From an optimization exercise on the open Yosys and OpenROAD flow, aimed at small area, a short achievable clock period and few clock cycles per item; shortcuts taken in it are not production practice.
At most, simulation tests tie the RTL to the original design; equivalence was not proved.
Function not checked in runs 1, 2 and 7: the RTL went through the layout flow alone.
No activity file was given, so power comes from the tool's default toggle rates.

### flow/config.mk
export PLATFORM = sky130hd
export DESIGN_NAME = crsf_parser
export DESIGN_NICKNAME = crsf_parser
export VERILOG_FILES = /design/flow/design.v
export SDC_FILE = /design/flow/constraint.sdc
export NUM_CORES = 4
export LEC_CHECK = 0
export CAP_MARGIN = 20
export CORE_MARGIN = 2
export CORE_UTILIZATION = 45
export CTS_BUF_LIST = sky130_fd_sc_hd__clkbuf_16
export CTS_CLUSTER_DIAMETER = 300
export CTS_CLUSTER_SIZE = 26
export SETUP_SLACK_MARGIN = 2.8
export SLEW_MARGIN = 20
export TNS_END_PERCENT = 100
### flow/constraint.sdc
create_clock -name core_clock -period 5.0 [get_ports {clk}]
set_input_delay 1.0000 -clock core_clock [delete_from_list [all_inputs] [get_ports {clk}]]
set_output_delay 1.0000 -clock core_clock [all_outputs]
set_load 0.01 [all_outputs]
### flow/design.v
module crsf_parser (
    input  wire       clk,
    input  wire       rst,         
    input  wire       in_valid,
    output wire       in_ready,
    input  wire [7:0] in_data,
    input  wire       in_last,     
    output wire       out_valid,
    input  wire       out_ready,
    output wire [7:0] out_data,
    output wire       out_last,    
    output wire       st_valid,
    output wire [7:0] st_aux,      
    output wire [5:0] st_level     
);
    localparam QD = 3;             
    function automatic [7:0] crc8_step(input [7:0] c, input [7:0] b);
        integer i;
        reg [7:0] v;
        begin
            v = c ^ b;
            for (i = 0; i < 8; i = i + 1)
                v = v[7] ? ((v << 1) ^ 8'hD5) : (v << 1);
            crc8_step = v;
        end
    endfunction
    function automatic is_sync(input [7:0] b);
        is_sync = (b == 8'hC8) || (b == 8'hEA) || (b == 8'hEC) || (b == 8'hEE);
    endfunction
    function automatic [7:0] sync_byte(input [1:0] code);
        sync_byte = {2'b11, code != 2'd0, 2'b01, code, 1'b0};
    endfunction
    reg  [7:0] mem [0:63];
    integer    mi;
    reg  [7:0] w_lo, w_hi;
    reg  [7:0] wd;
    reg        wv;
    reg        rdy;
    reg  [5:0] wptr;         
    reg  [5:0] cptr;         
    reg  [5:0] rptr;         
    reg  [5:0] lvl;          
    reg  [1:0] scode;        
    reg  [5:0] flen;         
    reg  [7:0] crc;          
    reg        bad;          
    reg        rew;          
    reg        s0, s1;       
    reg        sb, sc;       
    reg        c_open;
    reg        c_seen;
    reg        c_drop;
    reg  [QD-1:0] qv;        
    reg  [1:0] q_aux [0:QD-1];     
    reg  [5:0] o_nf;         
    reg  [5:0] st_nf;        
    reg  [5:0] q_lvl [0:QD-1];
    reg  [5:0] q_mrk [0:QD-1];
    reg        st_q;
    integer    qi;
    localparam K_SYNC = 2'd0, K_LEN = 2'd1, K_BODY = 2'd2;
    reg  [1:0] i_ph;         
    reg  [5:0] i_rem;        
    reg  [7:0] g [0:3];      
    reg  [1:0] gsel;
    reg        gv;           
    reg  [1:0] gk;           
    reg        gl;           
    reg        ov, sv;
    reg  [7:0] od, sd;
    reg        ol, sl;
    wire       in_take = in_valid && rdy;
    wire       x_sync  = is_sync(in_data);
    wire       x_lenok = (in_data >= 8'd2) && (in_data <= 8'd62);
    wire       x_ok    = (in_data == crc) && !bad;
    wire       lvl0    = s0;
    wire       lvl1    = s1;
    wire [5:0] wptr_p1 = wptr + 6'd1;
    wire       lvl_eq  = (lvl == flen);
    wire       adv_w   = (s1 && x_lenok) || sb || sc;
    wire [5:0] wptr_n  = adv_w ? wptr_p1 : wptr;
    wire [5:0] cptr_n  = (sc && x_ok) ? wptr_p1 : cptr;
    wire       n_s1    = (s0 || (s1 && !x_lenok)) && x_sync;
    wire       n_s0    = sc || ((s0 || (s1 && !x_lenok)) && !x_sync);
    wire       n_sb    = (s1 && x_lenok) || (sb && !lvl_eq);
    wire       n_sc    = sb && lvl_eq;
    wire [5:0] lvl_n   = (s1 && x_lenok) ? 6'd2 : sb ? lvl + 6'd1 :
                         n_s1 ? 6'd1 : 6'd0;
    wire       drop_n  = (s0 && !x_sync) || (s1 && !x_lenok) || (sc && !x_ok);
    wire       seen_n  = c_open ? (c_seen | x_sync) : (!lvl0 | x_sync);
    wire       cdrop_n = (c_open && c_drop) | drop_n;
    wire       push    = in_take && in_last;
    reg        pend;
    wire       q_has  = st_q ? qv[1] : qv[0];
    wire [5:0] q_hmrk = st_q ? q_mrk[1] : q_mrk[0];
    wire       q_at   = q_has && (rptr == q_hmrk) && (i_ph == 2'd0);
    wire       take   = ov && out_ready;
    wire       st_set = q_at && !gv && !sv && (!ov || out_ready);
    wire       q_at2  = (st_q ? qv[2] : qv[1]) && (rptr == (st_q ? q_mrk[2] : q_mrk[1]));
    wire       q_blk  = q_at && (gv || sv || (ov && !out_ready) || q_at2);
    wire       avail  = (i_ph != 2'd0) || ((rptr != cptr) && !q_blk);
    wire       room   = !ov || (!sv && !gv) || (out_ready && !(sv && gv));
    wire       issue  = avail && room;
    wire [7:0] rd     = g[gsel];
    wire [7:0] land   = (gk == K_SYNC) ? sync_byte(rd[7:6]) :
                        (gk == K_LEN)  ? {2'b00, rd[5:0]} : rd;
    wire [5:0] occ    = wptr - rptr;
    wire       q_push = pend && (!qv[QD-1] || st_q);
    wire       pend_n = push || (pend && !q_push);
    wire [QD-1:0] qv_n;
    wire [QD-1:0] q_wr = st_q ? ({1'b0, qv[QD-1:1]} ^ qv) : (qv ^ {qv[QD-2:0], 1'b1});
    assign     qv_n   = (st_q ? {1'b0, qv[QD-1:1]} : qv) | (q_push ? q_wr : {QD{1'b0}});
    integer    gj, gk2;
    reg  [7:0] gt;
    reg  [15:0] rsel;        
    assign in_ready  = rdy;
    assign out_valid = ov;
    assign out_data  = od;
    assign out_last  = ol;
    assign st_valid  = st_q;
    assign st_aux    = {q_aux[0], st_nf};
    assign st_level  = q_lvl[0];
    always @(posedge clk) begin
        wd   <= lvl1 ? {scode, in_data[5:0]} : in_data;
        w_lo <= 8'd1 << wptr[2:0];
        w_hi <= 8'd1 << wptr[5:3];
        for (mi = 0; mi < 64; mi = mi + 1)
            if (wv && w_hi[mi / 8] && w_lo[mi % 8])
                mem[mi] <= wd;
        for (gj = 0; gj < 4; gj = gj + 1) begin
            gt = 8'd0;
            for (gk2 = 0; gk2 < 16; gk2 = gk2 + 1)
                gt = gt | (mem[gj*16 + gk2] & {8{rsel[gk2]}});
            g[gj] <= gt;
        end
        gsel <= rptr[5:4];
        gk   <= i_ph;
        gl   <= (i_ph == K_BODY) && (i_rem == 6'd1);
        if (issue && i_ph == K_LEN)
            i_rem <= rd[5:0];
        else if (issue && i_ph == K_BODY)
            i_rem <= i_rem - 6'd1;
        if (take && sv) begin
            od <= sd;
            ol <= sl;
        end else if (!ov || take) begin
            od <= land;
            ol <= gl;
        end
        if (gv && ov && !(take && !sv)) begin
            sd <= land;
            sl <= gl;
        end
        if (in_take) begin
            if (lvl1) begin
                flen <= in_data[5:0];
                crc  <= 8'h00;
            end else
                crc  <= crc8_step(crc, in_data);
            if (lvl == 6'd2)
                bad <= (in_data >= 8'h28) && (flen < 6'd4);
            if (lvl0 || x_sync)
                scode <= in_data[2:1];
        end
        for (qi = 0; qi < QD; qi = qi + 1) begin
            if (st_q && qi < QD - 1) begin
                q_aux[qi] <= q_aux[qi+1];
                q_lvl[qi] <= q_lvl[qi+1];
                q_mrk[qi] <= q_mrk[qi+1];
            end
            if (q_push && q_wr[qi]) begin
                q_aux[qi] <= {~c_seen, c_drop};
                q_lvl[qi] <= lvl;
                q_mrk[qi] <= cptr;
            end
        end
        if (rst) begin
            rdy    <= 1'b0;
            wptr   <= 6'd0;
            rew    <= 1'b0;
            wv     <= 1'b0;
            cptr   <= 6'd0;
            rptr   <= 6'd0;
            rsel   <= 16'd1;
            lvl    <= 6'd0;
            s0     <= 1'b1;
            s1     <= 1'b0;
            sb     <= 1'b0;
            sc     <= 1'b0;
            c_open <= 1'b0;
            pend   <= 1'b0;
            o_nf   <= 6'd0;
            qv     <= {QD{1'b0}};
            st_q   <= 1'b0;
            ov     <= 1'b0;
            sv     <= 1'b0;
            gv     <= 1'b0;
            i_ph   <= 2'd0;
        end else begin
            pend <= pend_n;
            rdy <= (in_take ? (occ <= 6'd61) : (occ <= 6'd62)) &&
                   !(pend_n && qv_n[QD-1] && !st_set);
            rew <= in_take && sc && !x_ok;
            wv <= rdy;
            if (rew)
                wptr <= cptr;
            else if (in_take)
                wptr <= wptr_n;
            if (in_take) begin
                cptr <= cptr_n;
                lvl  <= lvl_n;
                s0   <= n_s0;
                s1   <= n_s1;
                sb   <= n_sb;
                sc   <= n_sc;
                c_open <= !in_last;
                c_seen <= seen_n;
                c_drop <= cdrop_n;
            end
            qv   <= qv_n;
            st_q <= st_set;
            gv <= issue;
            if (st_set)
                st_nf <= st_q ? 6'd0 : o_nf;
            if (st_q)
                o_nf <= {5'd0, gv && gk == K_SYNC};
            else if (gv && gk == K_SYNC && o_nf != 6'd63)
                o_nf <= o_nf + 6'd1;
            if (issue) begin
                if (i_ph != K_SYNC) begin
                    rptr <= rptr + 6'd1;
                    rsel <= {rsel[14:0], rsel[15]};
                end
                i_ph <= (i_ph == K_SYNC) ? K_LEN :
                        (i_ph == K_LEN)  ? K_BODY :
                        (i_rem == 6'd1)  ? K_SYNC : K_BODY;
            end
            if (take && sv)
                sv <= gv;
            else if (!ov || take)
                ov <= gv;
            else if (gv)
                sv <= 1'b1;
        end
    end
endmodule
### flow/run.sh
#!/bin/bash
# synth_recipe.tcl (not shown) runs the flow's synth.tcl, then flattens the netlist and writes it again
# the make line also repeats each setting of config.mk as NAME=value (left out here)
make -C /OpenROAD-flow-scripts/flow DESIGN_CONFIG=/design/flow/config.mk WORK_HOME=/design/flow/orfs CLKGATE_MAP_FILE= SYNTH_SCRIPT=/design/flow/synth_recipe.tcl finish
==> results.toml, run 1 <==
[run_status]
status = "finished clean"

[setup_path]
rrSetupSlack_ns = 2.58
r2r.worst_path.cells = 7
end_kind = "flip-flop"
reg2reg_to = "st_nf[2]"
start_kind = "flip-flop"
cp.required_ns = 5.32
crit_type = "reg -> reg"
reg2reg_from = "st_q"
path_max_fanout = 6
crit_arrival_ns = 2.73

[detailed_routing]
vias = 15100
wl_um = 67200
drt_iter0_drc = 1510
vias_per_cell = 6.03
drc = 0
drtPass1Iterations = 5
ant_nets = 0
wl_per_cell_um = 26.8

[cts]
cts.path.max_buffers = 3
htreeDepth = 1
cts_tree = "done"
postCtsHoldBufs = 0
clkSinkCount = 728
cts-root-buf = "clkbuf_16"
clk_pin_slew_ns = 0.10
cts_buffers = 31
clock_latency_ns = 0.62

[global_route]
grt_max_degree = 65
grtUsageTotal_pct = 21.2
grt_pass1_wl_um = 98700
gr-usage-met2_pct = 33.9
grt.busiest_layer = "met2"
antenna_found_initial = 0
grt_pass1_vias = 14600
grt_util_met1_pct = 30.9
overflow = 0
use_met3_pct = 2.87

[synth]
syn_area_sq_um = 27300
yosys.area.top_type_share_pct = 65.1
synth.most_common_cell = "edfxtp_1"
postSynthCellCount = 1685
synth.distinct_cells = 65
synth_area_per_cell_sq_um = 16.2
yosysTopAreaCell = "edfxtp_1"
synth_flop_cell = "edfxtp_1"
ys_warn_count = 6
synth.ff_latch_count = 728
synth_edf_count = 591
synth_sequential_area_ratio_pct = 75.2
syn_nets = 1715
synthTopCellsByCount = "edfxtp_1 (591), dfxtp_1 (137), a221oi_1 (128), a22o_1 (128), clkbuf_1 (95)"
ys_top_cells_by_area = "edfxtp_1 (65%), dfxtp_1 (10%), a221oi_1 (4.1%), a22o_1 (4.1%), and3_1 (1.6%)"
synthArstFlopShare_pct = 0

[sta]
holdWs_ns = 0.392
setup-tns-final_ns = 0
worstMarginPinSlew_ns = 0.794
max_freq_mhz = 414
final_hold_viol_count = 0
slew_viol_final = 0
setup_viol = 0
finClkSkew_ns = 0.0139
period_needed_ns = 2.42
rsz0062_at_grt = "true"
slew_headroom_pct = 46.9
period_share_pct = 48.3

[power]
ir_drop_mv = 0.257
power_density_nw_per_um2 = 394
p_leak_nw = 9.80
totalPowerFinal_w = 0.0117

[floorplan]
io_pins = 39
initial_core_util_pct = 45.3
rows = 90
fp.dieW_um = 250
dieArea_sq_um = 62500
coreArea_sq_um = 60100
fp.dieH_um = 250

[placed_design]
dp_hpwl_um = 39500
io_buffers = 38
place.gp.congestion = 0.814
dp.cells = 2424

[layout]
fin_nets = 1736
drive_above_1_share_pct = 13.0
fillCellCount = 5096
stdcell_count = 2512
synthToLayoutAreaGrowth_pct = 8.67

[hold_path]
min_path_cells = 0
min_to = "gsel[0]"
hp-start = "rptr[4]"
hp-class = "reg -> reg"

[run]
cap_violations = 0
==> registers in the layout (all words and copies together) (netlist names), 8 cells and up <==
name / cells
sd: 8
q_mrk: 18
od: 8
rsel: 16
crc: 8
wd: 8
g: 32
w_lo: 8
mem: 512
w_hi: 8
q_lvl: 18
==> worst max-delay path, cell delays in order (launching register included) <==
cell and delay [ns]:
dfxtp_4 0.39, buf_12 0.12, mux2_4 0.31, xnor2_2 0.14
nor4_2 0.29, nand4_1 0.16, or4_4 0.46, nor2_4 0.23
==> worst max-delay path by stage <==
| stage | start | end | slack (ns) | cells past startpoint |
|---|---|---|---|---|
| floorplan | in_data[7] | crc[5] | 2.45 | 7 |
| global placement | out_ready | rptr[4] | 1.55 | 8 |
| detailed placement | out_ready | rptr[4] | 1.52 | 8 |
| CTS | st_q | st_nf[2] | 2.44 | 7 |
| global route | st_q | st_nf[2] | 2.47 | 7 |
| finish | st_q | st_nf[2] | 2.58 | 7 |
==> power breakdown <==
part           leakage, nW  internal [W]  switching [W]
Combinational         2.82      0.000797       0.000931
Clock                0.515       0.00113        0.00177
Sequential            6.47       0.00687       0.000171
Total                 9.80       0.00881        0.00287
==> cell families after synthesis <==
group / share of synthesized area, %
compound gates: 10.3
mux: 3.15
fa+ha+maj: 0.845
simple gates: 5.93
xor+xnor: 2.60
flops: 75.2
buf+inv: 1.94
==> placed cells by master, fill, tap and decap left out, types with 4 or more instances in the layout <==
cell type / count
nor3_1: 11
dfxtp_2: 9
and3_1: 70
nand2_1: 41
a221oi_1: 128
or2_2: 4
o21ai_1: 7
xnor2_2: 8
nand3_1: 7
mux4_2: 8
mux2i_1: 27
a21oi_1: 29
nor2_1: 78
and2_1: 7
mux2_2: 31
edfxtp_1: 591
ha_1: 15
a211oi_1: 6
nor2b_1: 16
xor2_1: 31
dfxtp_1: 125
o21ai_0: 13
buf_4: 55
xnor2_1: 40
buf_2: 31
inv_1: 47
o21a_1: 4
a22o_1: 128
clkbuf_16: 31
nand4_1: 41
mux2_4: 4
==> cell type report <==
cell class | count | area (sq um) | share of cell area, %
sequential | 728 | 20500 | 69.3
multi-input combinational | 824 | 6460 | 21.8
tap | 782 | 978 | 3.30
clock buffer | 31 | 776 | 2.62
timing repair buffer | 97 | 689 | 2.33
inverter | 24 | 101 | 0.342
clock inverter | 25 | 93.8 | 0.317
antenna | 1 | 2.50 | 0.00845
==> repair_timing <==
action / 4_1_cts / 5_1_grt
buffers inserted: 25 / 6
endpoints found under the setup margin: 136 / 35
gates cloned: 0 / 0
gates resized for setup: 140 / 30
pin swaps: 12 / 10
==> per-stage QoR <==
step           setup slack (ns)  utilization (%)  area, sq um
6_report                   2.58             49.3        29600
2_1_floorplan              2.45                -        27400
3_3_place_gp               1.55             47.4        28500
3_5_place_dp               1.52             47.4        28500
5_1_grt                    2.47             49.2        29600
4_1_cts                    2.44             49.1        29500
==> routing by layer <==
layer	up-vias	routed length, um
met3	90	4310
met1	7846	29800
li1	6698	-
met4	0	1580
met5	-	0
met2	505	31600
==> run 2, diff against run 1 <==
--- a/flow/config.mk
+++ b/flow/config.mk
@@ -7,7 +7,7 @@
 export LEC_CHECK = 0
 export CAP_MARGIN = 20
 export CORE_MARGIN = 2
-export CORE_UTILIZATION = 45
+export CORE_UTILIZATION = 42
 export CTS_BUF_LIST = sky130_fd_sc_hd__clkbuf_16
 export CTS_CLUSTER_DIAMETER = 300
 export CTS_CLUSTER_SIZE = 26
==> run 2 against run 1 <==
Against the previous run: sequential share of layout area shrank 0.20 points; hold slack gained 0.042 ns; highest routed layer unchanged; synthesized cell count is the same; clock skew grew 0.011 ns; register-to-register slack gained 0.03 ns; area after synthesis is the same; non-clock buffer count shrank 3; routed wire length grew 0.83%.
==> results.toml, run 2 <==
[synth]
ys_warn_count = 6
synth_sequential_area_ratio_pct = 75.2
synth.most_common_cell = "edfxtp_1"
synth_edf_count = 591
synthArstFlopShare_pct = 0
synth_xor_xnor_area_share_pct = 2.60
synth.distinct_cells = 65
yosysTopAreaCell = "edfxtp_1"
synth_compound_area_share_pct = 10.3
synth_top_family_by_area = "compound AO/OA/AOI/OAI gates"
postSynthCellCount = 1685
syn_nets = 1715
yosys.area.top_type_share_pct = 65.1
yosys.area_share.simple_pct = 5.93
synthAdderAreaFrac_pct = 0.845
synthTopCellsByCount = "edfxtp_1 (591), dfxtp_1 (137), a221oi_1 (128), a22o_1 (128), clkbuf_1 (95)"
synth.ff_latch_count = 728
syn_area_sq_um = 27300
synthMuxAreaShare_pct = 3.15
synth_area_per_cell_sq_um = 16.2
synth_flop_cell = "edfxtp_1"
ys_top_cells_by_area = "edfxtp_1 (65%), dfxtp_1 (10%), a221oi_1 (4.1%), a22o_1 (4.1%), and3_1 (1.6%)"

[global_route]
overflow = 0
grt_pass1_wl_um = 99600
grt_max_degree = 65
antenna_found_initial = 1
grtUsageTotal_pct = 20.0
grt_pass1_vias = 14700

[sta]
worstMarginPinSlew_ns = 1.14
max_freq_mhz = 420
slew_headroom_pct = 23.8
period_share_pct = 47.6
slew_viol_final = 0
final_hold_viol_count = 0
rsz0062_at_grt = "true"
finClkSkew_ns = 0.0249
setup-tns-final_ns = 0
holdWs_ns = 0.433
setup_viol = 0
period_needed_ns = 2.38

[setup_path]
reg2reg_to = "st_nf[0]"
critPathTopFamily = "simple AND/OR/NAND/NOR gates"
cp_slowest_cell = "or4_4"
path_max_fanout = 6
crit_type = "reg -> reg"
critical_path_buf_inv_count = 1
end_kind = "flip-flop"
slowest_delay_ns = 0.47
rrSetupSlack_ns = 2.62
worstPathCellList = "buf_6 > mux2_4 > xnor2_1 > nor4_2 > nand4_1 > or4_4 > nor2_4"
start_kind = "flip-flop"
crit_arrival_ns = 2.71
reg2reg_from = "st_q"
r2r.worst_path.cells = 7
cp.required_ns = 5.33

[layout]
drive_above_1_share_pct = 13.1
stdcell_count = 2583
fin_nets = 1734
largest-register = "mem"
final_common_cell = "edfxtp_1"
largest_reg_flops = 512
n_antenna_cell = 0
top_regs = "mem: 512 flops, g: 32 flops"
synthToLayoutAreaGrowth_pct = 8.99
final_cell_mix = "edfxtp_1 (591), a22o_1 (128), a221oi_1 (126)"

[detailed_routing]
ant_nets = 0
wl_um = 67800
drt_iter0_drc = 2060
vias_per_cell = 5.88
drc = 0
drtPass1Iterations = 5
vias = 15200
wl_per_cell_um = 26.2

[power]
p_leak_nw = 9.79
power_density_nw_per_um2 = 396
ir_drop_mv = 0.281

[placed_design]
place.gp.congestion = 0.834
io_buffers = 38
dp_hpwl_um = 40400
dp.cells = 2500

[floorplan]
fp.dieW_um = 259
fp.dieH_um = 259
rows = 93
initial_core_util_pct = 42.4
coreArea_sq_um = 64300
dieArea_sq_um = 66900
io_pins = 39

[cts]
cts-root-buf = "clkbuf_16"
htreeDepth = 1
postCtsHoldBufs = 0
cts_tree = "done"
clk_pin_slew_ns = 0.11
cts_buffers = 31
clock_latency_ns = 0.64
clkSinkCount = 728
cts.path.max_buffers = 3

[hold_path]
hp-class = "reg -> reg"
min_to = "gsel[0]"
min_path_cells = 0
hp-start = "rptr[4]"

[run_status]
status = "finished clean"

[run]
cap_violations = 0
-- run 2: through the flow --
stage	worst slack, ns	total power, W	instance area (sq um)	util [%]
2_1_floorplan	2.45	0.00831	27400	-
3_3_place_gp	1.67	0.00878	28600	44.5
3_5_place_dp	1.66	0.00882	28600	44.5
4_1_cts	2.49	0.0118	29700	46.1
5_1_grt	2.53	0.0122	29700	46.2
6_report	2.62	0.0118	29700	46.2
-- run 2: worst max-delay path by stage --
stage | startpoint | end | slack, ns | depth (start not counted)
final | st_q | st_nf[0] | 2.62 | 7
after CTS | st_q | st_nf[0] | 2.49 | 7
after detailed placement | in_valid | cptr[1] | 1.66 | 7
after floorplan | in_data[7] | crc[5] | 2.45 | 7
after global placement | in_valid | cptr[1] | 1.67 | 7
after global routing | st_q | st_nf[0] | 2.53 | 7
-- run 2: per-layer routing --
metal | track usage [%] | routed length [um]
met3 | 2.46 | 4900
met4 | 4.06 | 1240
met1 | 28.8 | 29100
met2 | 32.8 | 32600
met5 | 0 | 0
-- run 2: cells by family (layout without fill, tap and decap cells) --
kind of cell	count (synthesis)	in the layout
simple gates	308	309
flops	728	728
compound gates	346	346
fa+ha+maj	18	18
xor+xnor	81	81
buf+inv	133	175
mux	71	71
-- run 2: where the power goes --
part           switching (W)  internal, W
combinational        0.00100     0.000848
sequential          0.000145      0.00687
clock                0.00177      0.00114
-- run 2: timing repair --
item	in CTS	in global routing
resized for setup	140	29
setup endpoints to repair	136	41
pin swaps	10	10
gates cloned	1	0
buffers inserted	23	2
-- run 2: area by class of cell --
cell class                      instances  area [sq um]
Tap cell                              855          1070
Clock inverter                         26           103
Timing Repair Buffer                   94           663
Sequential cell                       728         20500
Fill cell                            5490         34600
Clock buffer                           31           776
Inverter                               24           101
Multi-Input combinational cell        825          6480
==> run 3, diff against run 2 <==
--- a/flow/design.v
+++ b/flow/design.v
@@ -53,7 +53,6 @@
     reg  [QD-1:0] qv;        
     reg  [1:0] q_aux [0:QD-1];     
     reg  [5:0] o_nf;         
-    reg  [5:0] st_nf;        
     reg  [5:0] q_lvl [0:QD-1];
     reg  [5:0] q_mrk [0:QD-1];
     reg        st_q;
@@ -91,12 +90,13 @@
     wire       cdrop_n = (c_open && c_drop) | drop_n;
     wire       push    = in_take && in_last;
     reg        pend;
-    wire       q_has  = st_q ? qv[1] : qv[0];
-    wire [5:0] q_hmrk = st_q ? q_mrk[1] : q_mrk[0];
-    wire       q_at   = q_has && (rptr == q_hmrk) && (i_ph == 2'd0);
+    wire       q_eq0  = qv[0] && (rptr == q_mrk[0]);
+    wire       q_eq1  = qv[1] && (rptr == q_mrk[1]);
+    wire       q_eq2  = qv[2] && (rptr == q_mrk[2]);
+    wire       q_at   = (st_q ? q_eq1 : q_eq0) && (i_ph == 2'd0);
     wire       take   = ov && out_ready;
     wire       st_set = q_at && !gv && !sv && (!ov || out_ready);
-    wire       q_at2  = (st_q ? qv[2] : qv[1]) && (rptr == (st_q ? q_mrk[2] : q_mrk[1]));
+    wire       q_at2  = st_q ? q_eq2 : q_eq1;
     wire       q_blk  = q_at && (gv || sv || (ov && !out_ready) || q_at2);
     wire       avail  = (i_ph != 2'd0) || ((rptr != cptr) && !q_blk);
     wire       room   = !ov || (!sv && !gv) || (out_ready && !(sv && gv));
@@ -118,7 +118,7 @@
     assign out_data  = od;
     assign out_last  = ol;
     assign st_valid  = st_q;
-    assign st_aux    = {q_aux[0], st_nf};
+    assign st_aux    = {q_aux[0], o_nf};
     assign st_level  = q_lvl[0];
     always @(posedge clk) begin
         wd   <= lvl1 ? {scode, in_data[5:0]} : in_data;
@@ -220,8 +220,6 @@
             qv   <= qv_n;
             st_q <= st_set;
             gv <= issue;
-            if (st_set)
-                st_nf <= st_q ? 6'd0 : o_nf;
             if (st_q)
                 o_nf <= {5'd0, gv && gk == K_SYNC};
             else if (gv && gk == K_SYNC && o_nf != 6'd63)
--- a/flow/config.mk
+++ b/flow/config.mk
@@ -7,7 +7,7 @@
 export LEC_CHECK = 0
 export CAP_MARGIN = 20
 export CORE_MARGIN = 2
-export CORE_UTILIZATION = 42
+export CORE_UTILIZATION = 45
 export CTS_BUF_LIST = sky130_fd_sc_hd__clkbuf_16
 export CTS_CLUSTER_DIAMETER = 300
 export CTS_CLUSTER_SIZE = 26
==> run 3 against run 2 <==
Against the previous run: area after synthesis decreased by 0.45%; first-iteration DRC count decreased by 26%; fmax increased by 6.9%; sequential share of layout area increased by 0.62 points; via count decreased by 1.3%; clock skew decreased by 0.011 ns; final cell count decreased by 3.7%; largest cell class unchanged.
==> results.toml, run 3 <==
[run_status]
status = "finished clean"

[synth]
synth_area_per_cell_sq_um = 16.3
synth.ff_latch_count = 722
syn_nets = 1695
yosys.area.top_type_share_pct = 66.1
synthArstFlopShare_pct = 0
synth_edf_count = 597
postSynthCellCount = 1665
ys_top_cells_by_area = "edfxtp_1 (66%), dfxtp_1 (9.2%), a221oi_1 (4.1%), a22o_1 (4.1%), xnor2_1 (1.9%)"
synthTopCellsByCount = "edfxtp_1 (597), a221oi_1 (128), a22o_1 (128)"
synth.distinct_cells = 64
synth_flop_cell = "edfxtp_1"
syn_area_sq_um = 27100
yosysTopAreaCell = "edfxtp_1"
synth.most_common_cell = "edfxtp_1"
synth_sequential_area_ratio_pct = 75.3
ys_warn_count = 6

[floorplan]
io_pins = 39
rows = 90
coreArea_sq_um = 60000
dieArea_sq_um = 62300
fp.dieW_um = 250
fp.dieH_um = 250
initial_core_util_pct = 45.2

[sta]
setup-tns-final_ns = 0
worstMarginPinSlew_ns = 1.07
final_hold_viol_count = 0
rsz0062_at_grt = "true"
slew_viol_final = 0
period_share_pct = 44.5
finClkSkew_ns = 0.0135
max_freq_mhz = 449
setup_viol = 0
slew_headroom_pct = 28.8
period_needed_ns = 2.23

[run]
cap_violations = 0

[layout]
stdcell_area_sq_um = 29400
final_common_cell = "edfxtp_1"
drive_above_1_share_pct = 12.9
synthToLayoutAreaGrowth_pct = 8.28
n_antenna_cell = 0
fin_nets = 1711
top_regs = "mem: 512 flops, g: 32 flops"
fillCellCount = 5058
final_cell_mix = "edfxtp_1 (597), a22o_1 (128), a221oi_1 (128)"
largest-register = "mem"
largest_reg_flops = 512

[placed_design]
place.gp.congestion = 0.810
io_buffers = 38
placed_area_sq_um = 28400
dp_hpwl_um = 40600

[power]
power_density_nw_per_um2 = 395
ir_drop_mv = 0.226
p_leak_nw = 9.63

[detailed_routing]
vias_per_cell = 6.02
drt_iter0_drc = 1517
drc = 0
wl_per_cell_um = 26.9
drtPass1Iterations = 5
ant_nets = 0
wl_um = 67100
vias = 15000

[setup_path]
start_kind = "flip-flop"
critical_path_buf_inv_count = 1
path_max_fanout = 1
end_kind = "primary output"
worstPathCellList = "buf_2"
slowest_delay_ns = 0.43
r2r.worst_path.cells = 6
cp.required_ns = 4.00
cp_slowest_cell = "edfxtp_1"
crit_type = "reg -> out"
crit_cells = 1
crit_arrival_ns = 1.23
critPathTopFamily = "flip-flops"

[cts]
clock_latency_ns = 0.64
cts_tree = "done"
clkSinkCount = 722
cts-root-buf = "clkbuf_16"
cts.path.max_buffers = 3
clk_pin_slew_ns = 0.10
cts_buffers = 31
htreeDepth = 1

[global_route]
grt_pass1_vias = 14700
grtUsageTotal_pct = 21.1
grt_pass1_wl_um = 98600
overflow = 0
grt_max_degree = 65
antenna_found_initial = 0

[hold_path]
hp-class = "reg -> reg"
min_path_cells = 0
## run 3: changes by cell type after synthesis, moves of 4 or more
cell / change
edfxtp_1: +6
dfxtp_1: -12
nor2b_1: -4
nor2_1: -11
a21oi_1: -10
o21ai_0: +4
mux2i_1: -10
nor3_1: +4
xnor2_1: +9
## run 3: area by class of cell
cell class | instances | area [sq um] | share of cell area [%]
Clock inverter | 27 | 111 | 0.379
Sequential cell | 722 | 20500 | 69.7
Tap cell | 782 | 978 | 3.33
Inverter | 23 | 97.6 | 0.332
Timing Repair Buffer | 93 | 628 | 2.14
Multi-Input combinational cell | 810 | 6310 | 21.5
Clock buffer | 31 | 776 | 2.64
## run 3: report_power, final
group | internal, W | total, W | switching, W
sequential | 0.00682 | 0.00700 | 0.000178
clock | 0.00114 | 0.00293 | 0.00179
combinational | 0.000730 | 0.00169 | 0.000956
## run 3: path summary, 6_finish.rpt
kind / startpoint / end / slack, ns
worst max-delay path: q_lvl[0][0] / st_level[0] / 2.77
worst min-delay path: gl / sl / 0.45
worst max register to register: wptr[0] / rdy / 2.86
worst min register to register: gl / sl / 0.45
## run 3: metal layers
metal / GRT usage [%] / vias to the layer above / wire [um] / share of wire [%]
li1: - / 6631 / - / -
met1: 30.0 / 7758 / 29000 / 43
met2: 35.8 / 535 / 32800 / 49
met3: 2.04 / 61 / 4210 / 6.3
met4: 4.03 / 0 / 1040 / 1.5
met5: 0 / - / 0 / 0
## run 3: kinds of logic (layout without fill, tap and decap cells)
| group | count (synthesis) | count (layout) | synth area share [%] |
|---|---|---|---|
| DFF | 722 | 722 | 75.3 |
| AOI/OAI and AO/OA | 345 | 345 | 10.5 |
| and+or+nand+nor | 299 | 300 | 5.87 |
| buffers and inverters | 134 | 174 | 1.94 |
| xor gates and xnor gates | 89 | 89 | 2.90 |
| muxes | 58 | 58 | 2.66 |
| adders and majority gates | 18 | 18 | 0.853 |
## run 3: stage by stage
step	hold WS, ns	std cells	util [%]	setup WS (ns)	total power, W
after floorplan	0.329	1665	-	2.71	0.00821
after global placement	0.420	2408	47.3	1.57	0.00877
after detailed placement	0.429	2408	47.3	1.53	0.00880
after CTS	0.454	2488	49.0	2.70	0.0117
after global routing	0.467	2488	48.9	2.75	0.0120
final	0.448	2488	48.9	2.77	0.0116
## run 3: repair_timing
| item | 4_1_cts | 5_1_grt |
|---|---|---|
| pin swaps | 7 | 3 |
| gates cloned | 1 | 0 |
| resized for setup | 131 | 24 |
| buffers inserted | 21 | 0 |
| hold endpoints to repair | 0 | 0 |
| hold buffers | 0 | 0 |
| endpoints found under the setup margin | 106 | 27 |
Testbench counts of run 3, summed over its fixed seeds: cycles 52,863, bytes 52,098.
==> run 4, diff against run 3 <==
--- a/flow/config.mk
+++ b/flow/config.mk
@@ -7,7 +7,7 @@
 export LEC_CHECK = 0
 export CAP_MARGIN = 20
 export CORE_MARGIN = 2
-export CORE_UTILIZATION = 45
+export CORE_UTILIZATION = 40
 export CTS_BUF_LIST = sky130_fd_sc_hd__clkbuf_16
 export CTS_CLUSTER_DIAMETER = 300
 export CTS_CLUSTER_SIZE = 26
==> run 4 against run 3 <==
Against the previous run: still clean on timing, DRC and antenna; combinational power is essentially flat; fmax grew 0.48%; count of clock-buffer cells in the layout is the same; clock power about the same; clock skew barely moved; power shrank 0.14%; routed wire length down 0.61%; sequential power barely moved; synthesized cell count is the same; cell area is 0.55% higher; worst setup slack improved by 0.011 ns; largest cell class unchanged.
==> results.toml, run 4 <==
[run_status]
status = "finished clean"

[sta]
period_needed_ns = 2.22
rsz0062_at_grt = "true"
slew_headroom_pct = 33.9
max_freq_mhz = 451
final_hold_viol_count = 0
worstMarginPinSlew_ns = 0.990
period_share_pct = 44.3
slew_viol_final = 0
setup-tns-final_ns = 0
finClkSkew_ns = 0.0132
setup_viol = 0

[layout]
multi_input_area_sq_um = 6350
fin_util_pct = 44.0
fillCellCount = 5828
stdcell_area_sq_um = 29500
top_regs = "mem: 512 flops, g: 32 flops"
largest_reg_flops = 512
drive_above_1_share_pct = 12.8
final_cell_mix = "edfxtp_1 (597), a22o_1 (128), a221oi_1 (127)"
final_common_cell = "edfxtp_1"
fin_nets = 1706
n_antenna_cell = 0
synthToLayoutAreaGrowth_pct = 8.87
largest-register = "mem"
ff_latch_area_sq_um = 20500

[detailed_routing]
vias = 15000
drt_iter0_drc = 1538
wl_per_cell_um = 25.9
drc = 0
ant_nets = 0
drtPass1Iterations = 5
vias_per_cell = 5.84
wl_um = 66600

[synth]
synth.most_common_cell = "edfxtp_1"
postSynthCellCount = 1665
synthTopCellsByCount = "edfxtp_1 (597), a221oi_1 (128), a22o_1 (128)"
synthArstFlopShare_pct = 0
syn_nets = 1695
yosysTopAreaCell = "edfxtp_1"
synth_area_per_cell_sq_um = 16.3
ys_warn_count = 6
synth.ff_latch_count = 722
synth_flop_cell = "edfxtp_1"
syn_area_sq_um = 27100
ys_top_cells_by_area = "edfxtp_1 (66%), dfxtp_1 (9.2%), a221oi_1 (4.1%), a22o_1 (4.1%), xnor2_1 (1.9%)"
synth.distinct_cells = 64
synth_sequential_area_ratio_pct = 75.3
yosys.area.top_type_share_pct = 66.1
synth_edf_count = 597

[cts]
cts-root-buf = "clkbuf_16"
cts_tree = "done"
htreeDepth = 1
clk_pin_slew_ns = 0.10
clock_latency_ns = 0.62
postCtsHoldBufs = 0
cts.path.max_buffers = 3
clkSinkCount = 722
cts_buffers = 31

[floorplan]
dieArea_sq_um = 69900
fp.dieW_um = 264
io_pins = 39
fp.dieH_um = 264
rows = 95
initial_core_util_pct = 40.4
coreArea_sq_um = 67200

[setup_path]
crit_arrival_ns = 1.22
cp.required_ns = 4.00
cp-startpoint = "q_lvl[0][4]"
rrSetupSlack_ns = 2.83
path_max_fanout = 1
crit_cells = 1
reg2reg_from = "rsel[2]"
reg2reg_to = "g[1][2]"
slowest_delay_ns = 0.43
cp-endpoint = "st_level[4]"
critPathTopFamily = "flip-flops"
end_kind = "primary output"
crit_type = "reg -> out"
cp_slowest_cell = "edfxtp_1"
worstPathCellList = "buf_2"
critical_path_buf_inv_count = 1
start_kind = "flip-flop"
r2r.worst_path.cells = 4

[hold_path]
hp-class = "reg -> reg"
min_path_cells = 0
hp-start = "i_ph[0]"

[placed_design]
dp_hpwl_um = 40400
placed_area_sq_um = 28500
place.gp.congestion = 0.799
io_buffers = 38

[power]
totalPowerFinal_w = 0.0116
p_leak_nw = 9.65
ir_drop_mv = 0.243
power_density_nw_per_um2 = 393

[global_route]
grt_pass1_vias = 14600
grt_max_degree = 65
overflow = 0
grt_pass1_wl_um = 98100
grtUsageTotal_pct = 18.7
antenna_found_initial = 1

[run]
cap_violations = 0
[run 4: timing repair]
action                     in CTS  in global routing
pin swaps                       7                  7
gates resized for setup       140                 21
setup endpoints to repair     117                 38
setup buffers                  17                  3
[run 4: kinds of logic after synthesis]
logic type,after synthesis,share of synthesized area [%]
flip-flops,722,75.3
adder cells (fa/ha/maj),18,0.853
multiplexers,58,2.66
XOR/XNOR,89,2.90
buffers and inverters,134,1.94
AND/OR/NAND/NOR,299,5.87
AO/OA/AOI/OAI,345,10.5
[run 4: worst min-delay path by stage]
stage | to | slack (ns)
after floorplan | gk[0] | 0.33
after global placement | sl | 0.42
after detailed placement | sl | 0.43
after CTS | sl | 0.47
after global routing | sl | 0.48
final | gk[0] | 0.46
[run 4: metrics by stage]
stage | hold slack [ns] | std cells | setup WS (ns)
after floorplan | 0.329 | 1665 | 2.71
after global placement | 0.423 | 2496 | 1.61
after detailed placement | 0.432 | 2496 | 1.59
after CTS | 0.465 | 2571 | 2.70
after global routing | 0.482 | 2574 | 2.73
final | 0.460 | 2574 | 2.78
[run 4: power by group]
part | switching, W | total [W] | internal, W
logic | 0.000959 | 0.00170 | 0.000744
clock network | 0.00177 | 0.00291 | 0.00114
registers | 0.000164 | 0.00699 | 0.00682
total | 0.00289 | 0.0116 | 0.00871
[run 4: per-layer routing]
layer  GRT usage [%]  wire length [um]  share of wire, %  vias to the layer above
li1                -                 -                 -                     6623
met1            26.9             29200                44                     7855
met2            31.0             32300                48                      491
met3            1.74              3980               6.0                       68
met4            3.87              1170               1.8                        2
met5               0                13             0.020                        -
[run 4: area by class of cell]
type	instances	share of cell area, %
flip-flops and latches	722	69.3
clock buffers	31	2.63
repair buffers	89	2.18
inverters	23	0.330
well taps	873	3.70
clock inverters	27	0.377
multi-input cells	809	21.5
==> run 5, diff against run 4 <==
--- a/flow/config.mk
+++ b/flow/config.mk
@@ -7,10 +7,10 @@
 export LEC_CHECK = 0
 export CAP_MARGIN = 20
 export CORE_MARGIN = 2
-export CORE_UTILIZATION = 40
+export CORE_UTILIZATION = 42
 export CTS_BUF_LIST = sky130_fd_sc_hd__clkbuf_16
 export CTS_CLUSTER_DIAMETER = 300
 export CTS_CLUSTER_SIZE = 26
-export SETUP_SLACK_MARGIN = 2.8
+export SETUP_SLACK_MARGIN = 2.84
 export SLEW_MARGIN = 20
 export TNS_END_PERCENT = 100
==> run 5 against run 4 <==
Against the previous run: utilization grew 2.0 points; synthesized cell count unchanged; clock power is essentially flat; largest cell class unchanged; non-clock buffer count shrank 3; die area shrank 4.7%.
==> results.toml, run 5 <==
[synth]
synth_sequential_area_ratio_pct = 75.3
synth_top_family_by_area = "compound AO/OA/AOI/OAI gates"
synth_edf_count = 597
synthArstFlopShare_pct = 0
yosysTopAreaCell = "edfxtp_1"
synthAdderAreaFrac_pct = 0.853
synth.distinct_cells = 64
synth.most_common_cell = "edfxtp_1"
synthMuxAreaShare_pct = 2.66
synth.ff_latch_count = 722
synth_area_per_cell_sq_um = 16.3
postSynthCellCount = 1665
ys_top_cells_by_area = "edfxtp_1 (66%), dfxtp_1 (9.2%), a221oi_1 (4.1%), a22o_1 (4.1%), xnor2_1 (1.9%)"
syn_area_sq_um = 27100
synthTopCellsByCount = "edfxtp_1 (597), a221oi_1 (128), a22o_1 (128)"
yosys.area_share.simple_pct = 5.87
synth_compound_area_share_pct = 10.5
yosys.area.top_type_share_pct = 66.1
synth_flop_cell = "edfxtp_1"
synth_xor_xnor_area_share_pct = 2.90
ys_warn_count = 6
syn_nets = 1695

[global_route]
grt_pass1_vias = 14900
grt_pass1_wl_um = 100000
grt.busiest_layer = "met2"
grt_max_degree = 65
gr-usage-met2_pct = 33.2
grt_util_met1_pct = 28.7
overflow = 0
antenna_found_initial = 1
grtUsageTotal_pct = 20.0
use_met3_pct = 1.95

[setup_path]
r2r.worst_path.cells = 3
reg2reg_from = "rsel[14]"
crit_cells = 1
crit_arrival_ns = 1.22
critical_path_buf_inv_count = 1
crit_type = "reg -> out"
cp_slowest_cell = "edfxtp_1"
rrSetupSlack_ns = 2.80
end_kind = "primary output"
slowest_delay_ns = 0.43
cp-endpoint = "st_level[4]"
reg2reg_to = "g[2][5]"
cp.required_ns = 4.00
start_kind = "flip-flop"
path_max_fanout = 1
worstPathCellList = "buf_2"
critPathTopFamily = "flip-flops"
cp-startpoint = "q_lvl[0][4]"

[detailed_routing]
drc = 0
ant_nets = 0
vias = 15000
wl_um = 67300
drt_iter0_drc = 1537
drtPass1Iterations = 5
wl_per_cell_um = 26.4
vias_per_cell = 5.86

[run]
cap_violations = 0

[sta]
period_needed_ns = 2.22
rsz0062_at_grt = "true"
holdWs_ns = 0.445
slew_viol_final = 0
worstMarginPinSlew_ns = 1.06
finClkSkew_ns = 0.0163
period_share_pct = 44.4
fin_ws_ns = 2.78
final_hold_viol_count = 0
max_freq_mhz = 451
setup_viol = 0
slew_headroom_pct = 29.6
setup-tns-final_ns = 0

[cts]
clock_latency_ns = 0.63
cts_buffers = 31
clk_pin_slew_ns = 0.11
htreeDepth = 1
cts_tree = "done"
clkSinkCount = 722
cts-root-buf = "clkbuf_16"
cts.path.max_buffers = 3

[hold_path]
min_path_cells = 0
hp-class = "reg -> reg"

[layout]
final_common_cell = "edfxtp_1"
ff_latch_area_sq_um = 20500
stdcell_area_sq_um = 29500
synthToLayoutAreaGrowth_pct = 8.73
drive_above_1_share_pct = 12.8
largest-register = "mem"
final_cell_mix = "edfxtp_1 (597), a22o_1 (128), a221oi_1 (125)"
top_regs = "mem: 512 flops, g: 32 flops"
largest_reg_flops = 512
stdcell_count = 2554
multi_input_area_sq_um = 6350
n_antenna_cell = 0
fillCellCount = 5447
fin_nets = 1704

[placed_design]
dp_hpwl_um = 40700
placed_area_sq_um = 28500
dp_slack_ns = 1.53
dp.cells = 2480
io_buffers = 38
place.gp.congestion = 0.831

[floorplan]
fp.dieH_um = 258
fp.dieW_um = 258
io_pins = 39
dieArea_sq_um = 66600
rows = 93
coreArea_sq_um = 64100
initial_core_util_pct = 42.3

[power]
power_density_nw_per_um2 = 392
ir_drop_mv = 0.317
p_leak_nw = 9.61

[run_status]
status = "finished clean"
-- run 5: cell counts after synthesis --
Identical to the previous run, type by type.
-- run 5: how the worst min path moves through the flow --
| stage | start | to | slack (ns) |
|---|---|---|---|
| floorplan | i_ph[0] | gk[0] | 0.33 |
| global placement | gl | sl | 0.42 |
| detailed placement | gl | sl | 0.42 |
| CTS | gl | sl | 0.45 |
| global route | gl | sl | 0.48 |
| finish | gl | sl | 0.45 |
-- run 5: timing repair --
item	in CTS	in global routing
buffers inserted	15	0
gates resized for setup	140	22
cloned	1	0
endpoints found under the hold margin	0	0
pin swaps	5	2
hold buffers	0	0
endpoints found under the setup margin	121	34
-- run 5: kinds of logic after synthesis --
group,count (synthesis)
AOI/OAI and AO/OA,345
xor gates and xnor gates,89
adders and majority gates,18
buffers and inverters,134
DFF,722
muxes,58
and+or+nand+nor,299
-- run 5: layout make-up --
cell class,count,share of cell area (%)
inverter,23,0.331
timing repair buffer,86,2.11
multi-input combinational,810,21.5
tap,855,3.63
clock buffer,31,2.63
sequential,722,69.4
clock inverter,27,0.378
-- run 5: power by group --
group	switching (W)	leakage (nW)	internal [W]	total (W)
logic	0.000947	2.66	0.000721	0.00167
registers	0.000166	6.43	0.00682	0.00699
clock network	0.00177	0.524	0.00114	0.00291
-- run 5: layer usage --
layer | wire (um) | share of wire (%)
met5 | 0 | 0
met1 | 29100 | 43
met4 | 1240 | 1.8
met2 | 32800 | 49
met3 | 4160 | 6.2
-- run 5: per-stage QoR --
step	total power, W	util (%)
floorplan	0.00822	-
global placement	0.00876	44.4
detailed placement	0.00878	44.4
CTS	0.0116	45.9
global route	0.0120	46.0
finish	0.0116	46.0
==> run 6, diff against run 5 <==
--- a/flow/config.mk
+++ b/flow/config.mk
@@ -11,6 +11,6 @@
 export CTS_BUF_LIST = sky130_fd_sc_hd__clkbuf_16
 export CTS_CLUSTER_DIAMETER = 300
 export CTS_CLUSTER_SIZE = 26
-export SETUP_SLACK_MARGIN = 2.84
+export SETUP_SLACK_MARGIN = 2.8
 export SLEW_MARGIN = 20
 export TNS_END_PERCENT = 100
==> run 6 against run 5 <==
Against the previous run: still clean; count of clock-buffer cells in the layout is the same; combinational power is essentially flat; via count shrank 0.53%; sequential cell count unchanged; utilization rose by 0.080 points.
==> results.toml, run 6 <==
[detailed_routing]
drt_iter0_drc = 1477
vias_per_cell = 5.82
wl_per_cell_um = 26.3
wl_um = 67400
drtPass1Iterations = 5
ant_nets = 0
drc = 0
vias = 14900

[setup_path]
cp.required_ns = 4.00
rrSetupSlack_ns = 2.82
reg2reg_from = "rsel[8]"
start_kind = "flip-flop"
critical_path_buf_inv_count = 1
crit_type = "reg -> out"
slowest_delay_ns = 0.41
crit_arrival_ns = 1.20
crit_cells = 1
path_max_fanout = 1
r2r.worst_path.cells = 4
end_kind = "primary output"
critPathTopFamily = "flip-flops"
worstPathCellList = "buf_2"
reg2reg_to = "g[2][5]"
cp_slowest_cell = "edfxtp_1"

[global_route]
antenna_found_initial = 1
grt_pass1_wl_um = 99600
grtUsageTotal_pct = 20.1
grt_pass1_vias = 14600
overflow = 0
grt_max_degree = 65

[layout]
stdcell_area_sq_um = 29500
n_antenna_cell = 0
largest_reg_flops = 512
synthToLayoutAreaGrowth_pct = 8.91
final_common_cell = "edfxtp_1"
fin_nets = 1711
final_cell_mix = "edfxtp_1 (597), a22o_1 (128), a221oi_1 (126)"
drive_above_1_share_pct = 13.0
largest-register = "mem"
top_regs = "mem: 512 flops, g: 32 flops"

[sta]
slew_headroom_pct = 32.2
fin_ws_ns = 2.80
final_hold_viol_count = 0
setup_viol = 0
setup-tns-final_ns = 0
worstMarginPinSlew_ns = 1.02
slew_viol_final = 0
period_needed_ns = 2.20
rsz0062_at_grt = "true"
max_freq_mhz = 455
period_share_pct = 44.0
finClkSkew_ns = 0.0305

[power]
p_leak_nw = 9.67
power_density_nw_per_um2 = 394
ir_drop_mv = 0.297

[cts]
cts.path.max_buffers = 3
clk_pin_slew_ns = 0.10
htreeDepth = 1
clkSinkCount = 722
clock_latency_ns = 0.65
cts-root-buf = "clkbuf_16"
cts_tree = "done"
cts_buffers = 31

[synth]
synth_sequential_area_ratio_pct = 75.3
synth.most_common_cell = "edfxtp_1"
synth.ff_latch_count = 722
syn_nets = 1695
ys_top_cells_by_area = "edfxtp_1 (66%), dfxtp_1 (9.2%), a221oi_1 (4.1%), a22o_1 (4.1%), xnor2_1 (1.9%)"
synth.distinct_cells = 64
synthTopCellsByCount = "edfxtp_1 (597), a221oi_1 (128), a22o_1 (128)"
synth_edf_count = 597
yosys.area.top_type_share_pct = 66.1
yosysTopAreaCell = "edfxtp_1"
synth_flop_cell = "edfxtp_1"
syn_area_sq_um = 27100
ys_warn_count = 6
postSynthCellCount = 1665
synthArstFlopShare_pct = 0
synth_area_per_cell_sq_um = 16.3

[floorplan]
fp.dieH_um = 258
dieArea_sq_um = 66600
coreArea_sq_um = 64100
io_pins = 39
rows = 93
fp.dieW_um = 258
initial_core_util_pct = 42.3

[hold_path]
min_path_cells = 0
hp-start = "gl"
min_to = "sl"
hp-class = "reg -> reg"

[placed_design]
dp_slack_ns = 1.52
dp_hpwl_um = 40800
placed_area_sq_um = 28500
place.gp.congestion = 0.816
io_buffers = 38

[run_status]
status = "finished clean"

[run]
cap_violations = 0
## run 6: cell counts after synthesis
No cell type changed its count.
## run 6: metrics by stage
stage                     hold WS, ns  cells  total power, W  util (%)
after global placement          0.421   2480         0.00876      44.4
final                           0.449   2561          0.0116      46.1
after CTS                       0.453   2560          0.0117      46.0
after floorplan                 0.329   1665         0.00821         -
after global routing            0.471   2561          0.0121      46.1
after detailed placement        0.426   2480         0.00879      44.4
## run 6: metal layers
metal | share of wire, % | GRT usage (%) | up-vias
li1 | - | - | 6623
met1 | 44 | 28.8 | 7754
met2 | 49 | 33.2 | 439
met3 | 5.6 | 1.98 | 83
met4 | 2.0 | 4.61 | 0
met5 | 0 | 0 | -
## run 6: cell type report
class | instances | area [sq um]
Clock inverter | 27 | 123
Inverter | 23 | 97.6
Tap cell | 855 | 1070
Multi-Input combinational cell | 810 | 6360
Timing Repair Buffer | 93 | 656
Fill cell | 5469 | 34600
Clock buffer | 31 | 776
Sequential cell | 722 | 20500
## run 6: how the worst max path moves through the flow
stage                     start           to  slack, ns
CTS                        st_q     st_valid       2.69
detailed placement     in_valid      cptr[1]       1.52
global route        q_lvl[0][3]  st_level[3]       2.75
finish              q_lvl[0][1]  st_level[1]       2.80
global placement       in_valid      cptr[1]       1.59
floorplan            in_data[7]       crc[2]       2.71
## run 6: kinds of logic after synthesis
kind of cell / share of synthesized area (%)
DFF: 75.3
AOI/OAI and AO/OA: 10.5
and+or+nand+nor: 5.87
buffers and inverters: 1.94
xor gates and xnor gates: 2.90
muxes: 2.66
adders and majority gates: 0.853
## run 6: power breakdown
part | switching, W | total (W) | leakage [nW] | internal (W)
clock network | 0.00178 | 0.00293 | 0.529 | 0.00115
logic | 0.000943 | 0.00170 | 2.70 | 0.000760
registers | 0.000183 | 0.00701 | 6.43 | 0.00682
## run 6: repair_timing
item / in CTS / in global routing
resized for setup: 137 / 13
pin swaps: 8 / 4
hold buffers: 0 / 0
setup endpoints to repair: 104 / 28
setup buffers: 21 / 1
gates cloned: 1 / 0
==> run 7, diff against run 6 <==
--- a/flow/design.v
+++ b/flow/design.v
@@ -45,6 +45,7 @@
     reg  [7:0] crc;          
     reg        bad;          
     reg        rew;          
+    reg        cmt;          
     reg        s0, s1;       
     reg        sb, sc;       
     reg        c_open;
@@ -78,7 +79,6 @@
     wire       lvl_eq  = (lvl == flen);
     wire       adv_w   = (s1 && x_lenok) || sb || sc;
     wire [5:0] wptr_n  = adv_w ? wptr_p1 : wptr;
-    wire [5:0] cptr_n  = (sc && x_ok) ? wptr_p1 : cptr;
     wire       n_s1    = (s0 || (s1 && !x_lenok)) && x_sync;
     wire       n_s0    = sc || ((s0 || (s1 && !x_lenok)) && !x_sync);
     wire       n_sb    = (s1 && x_lenok) || (sb && !lvl_eq);
@@ -171,13 +171,14 @@
             if (q_push && q_wr[qi]) begin
                 q_aux[qi] <= {~c_seen, c_drop};
                 q_lvl[qi] <= lvl;
-                q_mrk[qi] <= cptr;
+                q_mrk[qi] <= cmt ? wptr : cptr;
             end
         end
         if (rst) begin
             rdy    <= 1'b0;
             wptr   <= 6'd0;
             rew    <= 1'b0;
+            cmt    <= 1'b0;
             wv     <= 1'b0;
             cptr   <= 6'd0;
             rptr   <= 6'd0;
@@ -201,13 +202,15 @@
             rdy <= (in_take ? (occ <= 6'd61) : (occ <= 6'd62)) &&
                    !(pend_n && qv_n[QD-1] && !st_set);
             rew <= in_take && sc && !x_ok;
+            cmt <= in_take && sc && x_ok;
+            if (cmt)
+                cptr <= wptr;
             wv <= rdy;
             if (rew)
                 wptr <= cptr;
             else if (in_take)
                 wptr <= wptr_n;
             if (in_take) begin
-                cptr <= cptr_n;
                 lvl  <= lvl_n;
                 s0   <= n_s0;
                 s1   <= n_s1;
==> run 7 against run 6 <==
Against the previous run: critical path depth unchanged; via count rose by 0.48%; clock power is essentially flat; first-iteration DRC count decreased by 7.0%; count of clock-buffer cells in the layout is the same; sequential share of layout area rose by 0.34 points; final cell count rose by 0.12%; global-route usage about the same; die area about the same; fmax fell by 0.90%.
==> results.toml, run 7 <==
[synth]
yosys.area_share.simple_pct = 5.96
synth_xor_xnor_area_share_pct = 2.74
synthAdderAreaFrac_pct = 0.853
syn_nets = 1708
synth.ff_latch_count = 723
synthTopCellsByCount = "edfxtp_1 (597), a221oi_1 (128), a22o_1 (128)"
synth_sequential_area_ratio_pct = 75.4
synthArstFlopShare_pct = 0
yosysTopAreaCell = "edfxtp_1"
synth_flop_cell = "edfxtp_1"
synthMuxAreaShare_pct = 2.58
postSynthCellCount = 1678
synth_top_family_by_area = "compound AO/OA/AOI/OAI gates"
ys_top_cells_by_area = "edfxtp_1 (66%), dfxtp_1 (9.3%), a221oi_1 (4.1%), a22o_1 (4.1%), xnor2_1 (1.7%)"
syn_area_sq_um = 27100
yosys.area.top_type_share_pct = 66.1
synth_edf_count = 597
synth_compound_area_share_pct = 10.4
synth.distinct_cells = 67
synth_area_per_cell_sq_um = 16.2
synth.most_common_cell = "edfxtp_1"
ys_warn_count = 6

[layout]
synthToLayoutAreaGrowth_pct = 8.53
stdcell_count = 2564
top_regs = "mem: 512 flops, g: 32 flops"
largest_reg_flops = 512
n_antenna_cell = 0
multi_input_area_sq_um = 6280
largest-register = "mem"
final_cell_mix = "edfxtp_1 (597), a22o_1 (128), a221oi_1 (126)"
fin_util_pct = 45.9
ff_latch_area_sq_um = 20500
fin_nets = 1715
drive_above_1_share_pct = 11.9
final_common_cell = "edfxtp_1"
fillCellCount = 5473

[run]
cap_violations = 0

[cts]
clock_latency_ns = 0.64
cts_buffers = 31
clk_pin_slew_ns = 0.10
postCtsHoldBufs = 0
htreeDepth = 1
clkSinkCount = 723
cts-root-buf = "clkbuf_16"
cts_tree = "done"
cts.path.max_buffers = 3

[setup_path]
critical_path_buf_inv_count = 1
cp_slowest_cell = "edfxtp_1"
slowest_delay_ns = 0.43
critPathTopFamily = "flip-flops"
cp.required_ns = 4.00
crit_arrival_ns = 1.22
end_kind = "primary output"
path_max_fanout = 1
start_kind = "flip-flop"
worstPathCellList = "buf_2"
crit_type = "reg -> out"

[sta]
setup_viol = 0
rsz0062_at_grt = "true"
setup-tns-final_ns = 0
slew_headroom_pct = 35.3
max_freq_mhz = 451
final_hold_viol_count = 0
worstMarginPinSlew_ns = 0.969
period_share_pct = 44.4
slew_viol_final = 0
finClkSkew_ns = 0.0193
period_needed_ns = 2.22
holdWs_ns = 0.462

[detailed_routing]
vias_per_cell = 5.84
wl_um = 67500
drtPass1Iterations = 5
vias = 15000
wl_per_cell_um = 26.3
ant_nets = 0
drt_iter0_drc = 1374
drc = 0

[floorplan]
io_pins = 39
rows = 93
dieArea_sq_um = 66600
fp.dieW_um = 258
initial_core_util_pct = 42.3
coreArea_sq_um = 64100
fp.dieH_um = 258

[power]
power_density_nw_per_um2 = 384
p_leak_nw = 9.68
ir_drop_mv = 0.368

[placed_design]
dp_hpwl_um = 41100
place.gp.congestion = 0.826
dp.cells = 2492
io_buffers = 38

[global_route]
antenna_found_initial = 0
grt_pass1_wl_um = 99600
overflow = 0
grt_max_degree = 65
grt_pass1_vias = 14800
grtUsageTotal_pct = 20.1

[run_status]
status = "finished clean"

[hold_path]
hp-class = "reg -> reg"
==> run 7: changes by cell type after synthesis, sizes merged, moves of 5 or more <==
cell / change
nor3: -5
mux2: -8
o21ai: +10
a211oi: -7
nand2: +6
xnor2: -7
mux2i: +7
a21oi: +8
inv: +7
==> run 7: final timing paths <==
kind	start	endpoint	slack, ns	depth (start not counted)
max	q_lvl[0][3]	st_level[3]	2.78	1
max reg2reg	rsel[4]	g[1][0]	2.86	4
min	gl	sl	0.46	0
min reg2reg	gl	sl	0.46	0
==> run 7: cell families after synthesis <==
family	count (synthesis)
flops	723
compound gates	351
simple gates	303
buf+inv	141
xor+xnor	85
mux	57
fa+ha+maj	18
==> run 7: area by class of cell <==
type | instances | area share [%]
Clock inverter | 26 | 0.395
Multi-Input combinational cell | 814 | 21.3
Timing Repair Buffer | 84 | 1.97
Timing Repair inverter | 1 | 0.0212
Tap cell | 855 | 3.63
Clock buffer | 31 | 2.63
Inverter | 30 | 0.408
Sequential cell | 723 | 69.6
==> run 7: metrics by stage <==
step / setup WS [ns] / instance area [sq um] / total power, W
CTS: 2.70 / 29400 / 0.0114
global placement: 1.56 / 28500 / 0.00850
finish: 2.78 / 29400 / 0.0113
detailed placement: 1.52 / 28500 / 0.00853
floorplan: 2.66 / 27200 / 0.00804
global route: 2.70 / 29400 / 0.0117
==> run 7: what timing repair did <==
item	in CTS	in global routing
gates resized for setup	143	20
setup endpoints to repair	132	46
pin swaps	4	4
buffers inserted	13	1
cloned	1	0
==> run 7: where the power goes <==
group	internal (W)	leakage [nW]	switching [W]
Clock	0.00115	0.524	0.00177
Sequential	0.00678	6.43	0.000146
Combinational	0.000634	2.72	0.000844
==> run 7: metal layers <==
metal | track usage, % | wire length [um]
met1 | 27.9 | 28900
met2 | 33.5 | 32800
met3 | 2.88 | 4300
met4 | 4.66 | 1550
met5 | 0 | 0

[separate check: timing with driven ports]
The flow's constraints put no driver on any port. The routed layouts listed below were extracted and timed again, unchanged, in two steps.
Step 1 (the two cells are an assumption about what drives the block):
set clk [get_ports {clk}]
set_driving_cell -lib_cell sky130_fd_sc_hd__clkbuf_16 $clk
set_driving_cell -lib_cell sky130_fd_sc_hd__buf_2 [delete_from_list [all_inputs] $clk]
Step 2 also shifts input and output timing later by t, the mid clock arrival at the registers, as if the neighbouring blocks saw the same clock.
Three values: ideal, step 1, step 2; two values: the first two.
| run | t (ns) | slack for setup (ns) | slew at the worst register clock pin (ns) | pins driven straight from the clock port |
|---|---|---|---|---|
| run 1 | 0.677 | 2.585 / 2.585 / 2.202 | 0.11 / 0.11 | 1 |
| run 2 | 0.682 | 2.619 / 2.619 / 2.188 | 0.11 / 0.11 | 1 |
| run 3 | 0.691 | 2.774 / 2.711 / 2.214 | 0.11 / 0.11 | 1 |
| run 4 | 0.677 | 2.784 / 2.725 / 2.174 | 0.11 / 0.11 | 1 |
| run 5 | 0.680 | 2.782 / 2.723 / 2.269 | 0.11 / 0.11 | 1 |
| run 6 | 0.697 | 2.802 / 2.740 / 2.205 | 0.11 / 0.11 | 1 |
| run 7 | 0.681 | 2.782 / 2.727 / 2.142 | 0.10 / 0.10 | 1 |
After both steps setup and hold are still met in every run listed. For run 7, which loses most, drivers alone change the setup slack by -0.055 ns; drivers and shift together by -0.640 ns.
